Source: an optimization exercise on an open RTL-to-GDS flow (aim: small area and a short achievable clock period). Production flows keep margins and buffers that such runs may drop.
RTL that was checked went through simulation tests only; none was proved equivalent to the original.
No activity file was given, so power comes from the tool's default toggle rates.

==> flow/design.v <==
module tap_fsm (
    input  wire [3:0] state,
    input  wire       c,
    output reg  [3:0] next
);
    localparam RTI    = 4'b0000, SEL_DR = 4'b0001, CAP_DR = 4'b0010, SH_DR  = 4'b0011,
               EX1_DR = 4'b0100, PAU_DR = 4'b0101, EX2_DR = 4'b0110, UPD_DR = 4'b0111,
               TLR    = 4'b1000, SEL_IR = 4'b1001, CAP_IR = 4'b1010, SH_IR  = 4'b1011,
               EX1_IR = 4'b1100, PAU_IR = 4'b1101, EX2_IR = 4'b1110, UPD_IR = 4'b1111;
    always @(*) begin
        case (state)
            TLR:    next = c ? TLR    : RTI;
            RTI:    next = c ? SEL_DR : RTI;
            SEL_DR: next = c ? SEL_IR : CAP_DR;
            CAP_DR: next = c ? EX1_DR : SH_DR;
            SH_DR:  next = c ? EX1_DR : SH_DR;
            EX1_DR: next = c ? UPD_DR : PAU_DR;
            PAU_DR: next = c ? EX2_DR : PAU_DR;
            EX2_DR: next = c ? UPD_DR : SH_DR;
            UPD_DR: next = c ? SEL_DR : RTI;
            SEL_IR: next = c ? TLR    : CAP_IR;
            CAP_IR: next = c ? EX1_IR : SH_IR;
            SH_IR:  next = c ? EX1_IR : SH_IR;
            EX1_IR: next = c ? UPD_IR : PAU_IR;
            PAU_IR: next = c ? EX2_IR : PAU_IR;
            EX2_IR: next = c ? UPD_IR : SH_IR;
            default: next = c ? SEL_DR : RTI;    
        endcase
    end
endmodule
module ir_decode (
    input  wire [7:0] value,
    input  wire       hi_nz,
    output reg  [3:0] code
);
    always @(*) begin
        if (hi_nz) code = 4'd14;
        else begin
            case (value)
                8'h83:   code = 4'd0;    
                8'h84:   code = 4'd1;    
                8'h85:   code = 4'd2;    
                8'h41:   code = 4'd3;    
                8'h43:   code = 4'd4;    
                8'hFF:   code = 4'd5;    
                8'h13:   code = 4'd6;    
                8'h14:   code = 4'd7;    
                8'h15:   code = 4'd8;    
                8'h44:   code = 4'd9;    
                8'h46:   code = 4'd10;   
                8'h22:   code = 4'd11;   
                8'h24:   code = 4'd12;   
                8'h61:   code = 4'd13;   
                default: code = 4'd14;   
            endcase
        end
    end
endmodule
module shift_field #(
    parameter W = 128
) (
    input  wire         clk,
    input  wire         shl,
    input  wire         hold,
    input  wire         din,
    input  wire [7:0]   set_hi,
    input  wire [15:0]  set_lo,
    output reg  [W-1:0] q
);
    wire [W-1:0] prev = {q[W-2:0], din};
    wire [W-1:0] d;
    genvar i;
    generate
        for (i = 0; i < W; i = i + 1) begin : g_bit
            field_bit u_bit (
                .shl  (shl),
                .hold (hold),
                .prev (prev[i]),
                .cur  (q[i]),
                .sa   (set_hi[i / 16]),
                .sb   (set_lo[i % 16]),
                .d    (d[i])
            );
        end
    endgenerate
    always @(posedge clk)
        q <= d;
endmodule
module field_bit (
    input  wire shl,
    input  wire hold,
    input  wire prev,
    input  wire cur,
    input  wire sa,
    input  wire sb,
    output wire d
);
    assign d = (shl & prev) | (hold & cur) | (sa & sb);
endmodule
module tap_core (
    input  wire         clk,
    input  wire         rst,
    input  wire         frame,
    input  wire         c,
    input  wire         t,
    input  wire         h,
    output wire         ev_valid,
    output wire         ev_kind,
    output wire [127:0] ev_to_target,
    output wire [127:0] ev_to_host,
    output wire [3:0]   ev_instr,
    output wire [1:0]   fault
);
    localparam RTI = 4'b0000;
    reg  [3:0] tap;
    reg        flt;
    reg  [7:0] len;
    reg        hi_nz;      
    reg        upd_q;      
    reg        ok_sh;      
    reg        ok_cap;     
    wire [3:0] tap_next;
    wire mode = tap[3];                     
    wire full = len[7];                     
    wire live = frame & ~flt;
    wire sh   = frame & ok_sh;
    wire clr  = frame & ok_cap;
    tap_fsm u_fsm (
        .state (tap),
        .c     (c),
        .next  (tap_next)
    );
    wire       overflow = live & (tap[2:0] == 3'b011) & full;
    wire [3:0] tap_d    = rst ? RTI  : (live & ~overflow) ? tap_next : tap;
    wire       flt_d    = rst ? 1'b0 : (flt | overflow);
    wire [7:0] len_d    = clr ? 8'd0 : sh ? len + 8'd1 : len;
    always @(posedge clk) begin
        tap    <= tap_d;
        flt    <= flt_d;
        len    <= len_d;
        upd_q  <= ~flt_d & (tap_d[2:0] == 3'b111);
        ok_sh  <= ~flt_d & (tap_d[2:0] == 3'b011) & ~len_d[7];
        ok_cap <= ~flt_d & (tap_d[2:0] == 3'b010);
    end
    always @(posedge clk) begin
        if (clr)                                  hi_nz <= 1'b0;
        else if (sh & mode & t & (|len[6:3]))     hi_nz <= 1'b1;
    end
    wire [7:0]  dec_hi = 8'd1 << len[6:4];
    wire [15:0] dec_lo = 16'd1 << len[3:0];
    wire ok_tt_shl = ok_sh & ~mode;         
    wire ok_th_shl = ok_sh & mode;          
    wire [7:0] ok_tt_set = dec_hi & {8{ok_sh & mode}};
    wire [7:0] ok_th_set = dec_hi & {8{ok_sh & ~mode}};
    wire [127:0] tt, th;
    shift_field u_tt (
        .clk    (clk),
        .shl    (frame & ok_tt_shl),
        .hold   (~(frame & (ok_tt_shl | ok_cap))),
        .din    (t),
        .set_hi (ok_tt_set & {8{frame & t}}),
        .set_lo (dec_lo),
        .q      (tt)
    );
    shift_field u_th (
        .clk    (clk),
        .shl    (frame & ok_th_shl),
        .hold   (~(frame & (ok_th_shl | ok_cap))),
        .din    (h),
        .set_hi (ok_th_set & {8{frame & h}}),
        .set_lo (dec_lo),
        .q      (th)
    );
    wire [3:0] code;
    reg  [3:0] instr_q;
    ir_decode u_dec (
        .value (tt[7:0]),
        .hi_nz (hi_nz),
        .code  (code)
    );
    always @(posedge clk)
        instr_q <= code;
    ev_gate u_ev (
        .frame    (frame),
        .ok       (upd_q),
        .ev_valid (ev_valid)
    );
    assign ev_kind      = mode;
    assign ev_instr     = instr_q;
    assign ev_to_target = tt;
    assign ev_to_host   = th;
    assign fault        = {flt, 1'b0};
endmodule
module ev_gate (
    input  wire frame,
    input  wire ok,
    output wire ev_valid
);
    assign ev_valid = frame & ok;
endmodule
export LEC_CHECK = 0
export CAP_MARGIN = 20
export CORE_MARGIN = 2
export CORE_UTILIZATION = 40
export CTS_CLUSTER_DIAMETER = 120
export CTS_CLUSTER_SIZE = 24
export SETUP_SLACK_MARGIN = 2.65
export SLEW_MARGIN = 20
export SYNTH_HIERARCHICAL = 1
create_clock -name core_clock -period 5.0 [get_ports {clk}]
standard.sh (not shown) runs the stock make flow with config.mk's settings and CLKGATE_MAP_FILE= SYNTH_SCRIPT=/design/flow/synth_recipe.tcl, a recipe that flattens the netlist after the stock synthesis.
==> flow/flow/run.sh <==
#!/bin/bash
# The standard layout, with the ports buffered by the smallest buffer
# (buf_1) instead of the delay buffer buffer_ports picks by default.
set -euo pipefail
bash standard.sh BUFFER_PORTS_ARGS="-buffer_cell sky130_fd_sc_hd__buf_1" finish > make_finish.log 2>&1
Edit:
--- a/flow/design.v
+++ b/flow/design.v
@@ -116,32 +116,40 @@
     reg        flt;
     reg  [7:0] len;
     reg        hi_nz;      
     reg        upd_q;      
-    reg        ok_sh;      
-    reg        ok_cap;     
     wire [3:0] tap_next;
-    wire mode = tap[3];                     
-    wire full = len[7];                     
-    wire live = frame & ~flt;
-    wire sh   = frame & ok_sh;
-    wire clr  = frame & ok_cap;
+    wire mode   = tap[3];                   
+    wire is_cap = (tap[2:0] == 3'b010);
+    wire is_sh  = (tap[2:0] == 3'b011);
+    wire full   = len[7];                   
+    wire ok_sh  = ~flt & is_sh & ~full;
+    wire ok_cap = ~flt & is_cap;
+    wire live   = frame & ~flt;
+    wire sh     = frame & ok_sh;
+    wire clr    = frame & ok_cap;
     tap_fsm u_fsm (
         .state (tap),
         .c     (c),
         .next  (tap_next)
     );
-    wire       overflow = live & (tap[2:0] == 3'b011) & full;
-    wire [3:0] tap_d    = rst ? RTI  : (live & ~overflow) ? tap_next : tap;
-    wire       flt_d    = rst ? 1'b0 : (flt | overflow);
-    wire [7:0] len_d    = clr ? 8'd0 : sh ? len + 8'd1 : len;
     always @(posedge clk) begin
-        tap    <= tap_d;
-        flt    <= flt_d;
-        len    <= len_d;
-        upd_q  <= ~flt_d & (tap_d[2:0] == 3'b111);
-        ok_sh  <= ~flt_d & (tap_d[2:0] == 3'b011) & ~len_d[7];
-        ok_cap <= ~flt_d & (tap_d[2:0] == 3'b010);
+        if (rst) begin
+            tap   <= RTI;
+            flt   <= 1'b0;
+            upd_q <= 1'b0;
+        end else if (live) begin
+            if (is_sh & full) begin
+                flt   <= 1'b1;
+            end else begin
+                tap   <= tap_next;
+                upd_q <= (tap_next[2:0] == 3'b111);
+            end
+        end
+    end
+    always @(posedge clk) begin
+        if (clr)     len <= 8'd0;
+        else if (sh) len <= len + 8'd1;
     end
     always @(posedge clk) begin
         if (clr)                                  hi_nz <= 1'b0;
         else if (sh & mode & t & (|len[6:3]))     hi_nz <= 1'b1;
Result:
- power came out lower by 3.7%
- die area came out lower by 0.48%
- cell area hardly moves
- area after synthesis came out lower by 0.49%
- global-route usage came out lower by 0.25 points
- critical path depth is unchanged
- non-clock buffer count stays the same
The RTL of the first run of this note was laid out without a check of its function.

## static timing again, ports no longer ideal
No port has a modelled driver above. Below, the same layouts with a new extraction and two added sets of constraints.
Step 1 sets driving cells, clkbuf_16 on the clock port and buf_2 on the other inputs (assumed; they add their load-dependent delay and slew).
Step 2 also shifts input and output timing later by t, the mid clock arrival at the registers, as if the neighbouring blocks saw the same clock.
Slacks: ideal / step 1 / step 2; pairs: ideal / step 1.
run | shift t [ns] | setup slack, ns | worst hold slack (ns) | worst setup path at the end | worst data-port slew with drivers (ns)
the first run | 0.538 | 2.649 / 2.599 / 2.275 | 0.430 / 0.430 / 0.430 | input to register | 0.06
the second run | 0.540 | 2.650 / 2.611 / 2.220 | 0.489 / 0.489 / 0.489 | input to register | 0.05
After both steps setup and hold are still met in every run listed. The setup slack of the second run, which loses most, moves by -0.039 ns with the drivers and by -0.430 ns with both steps.
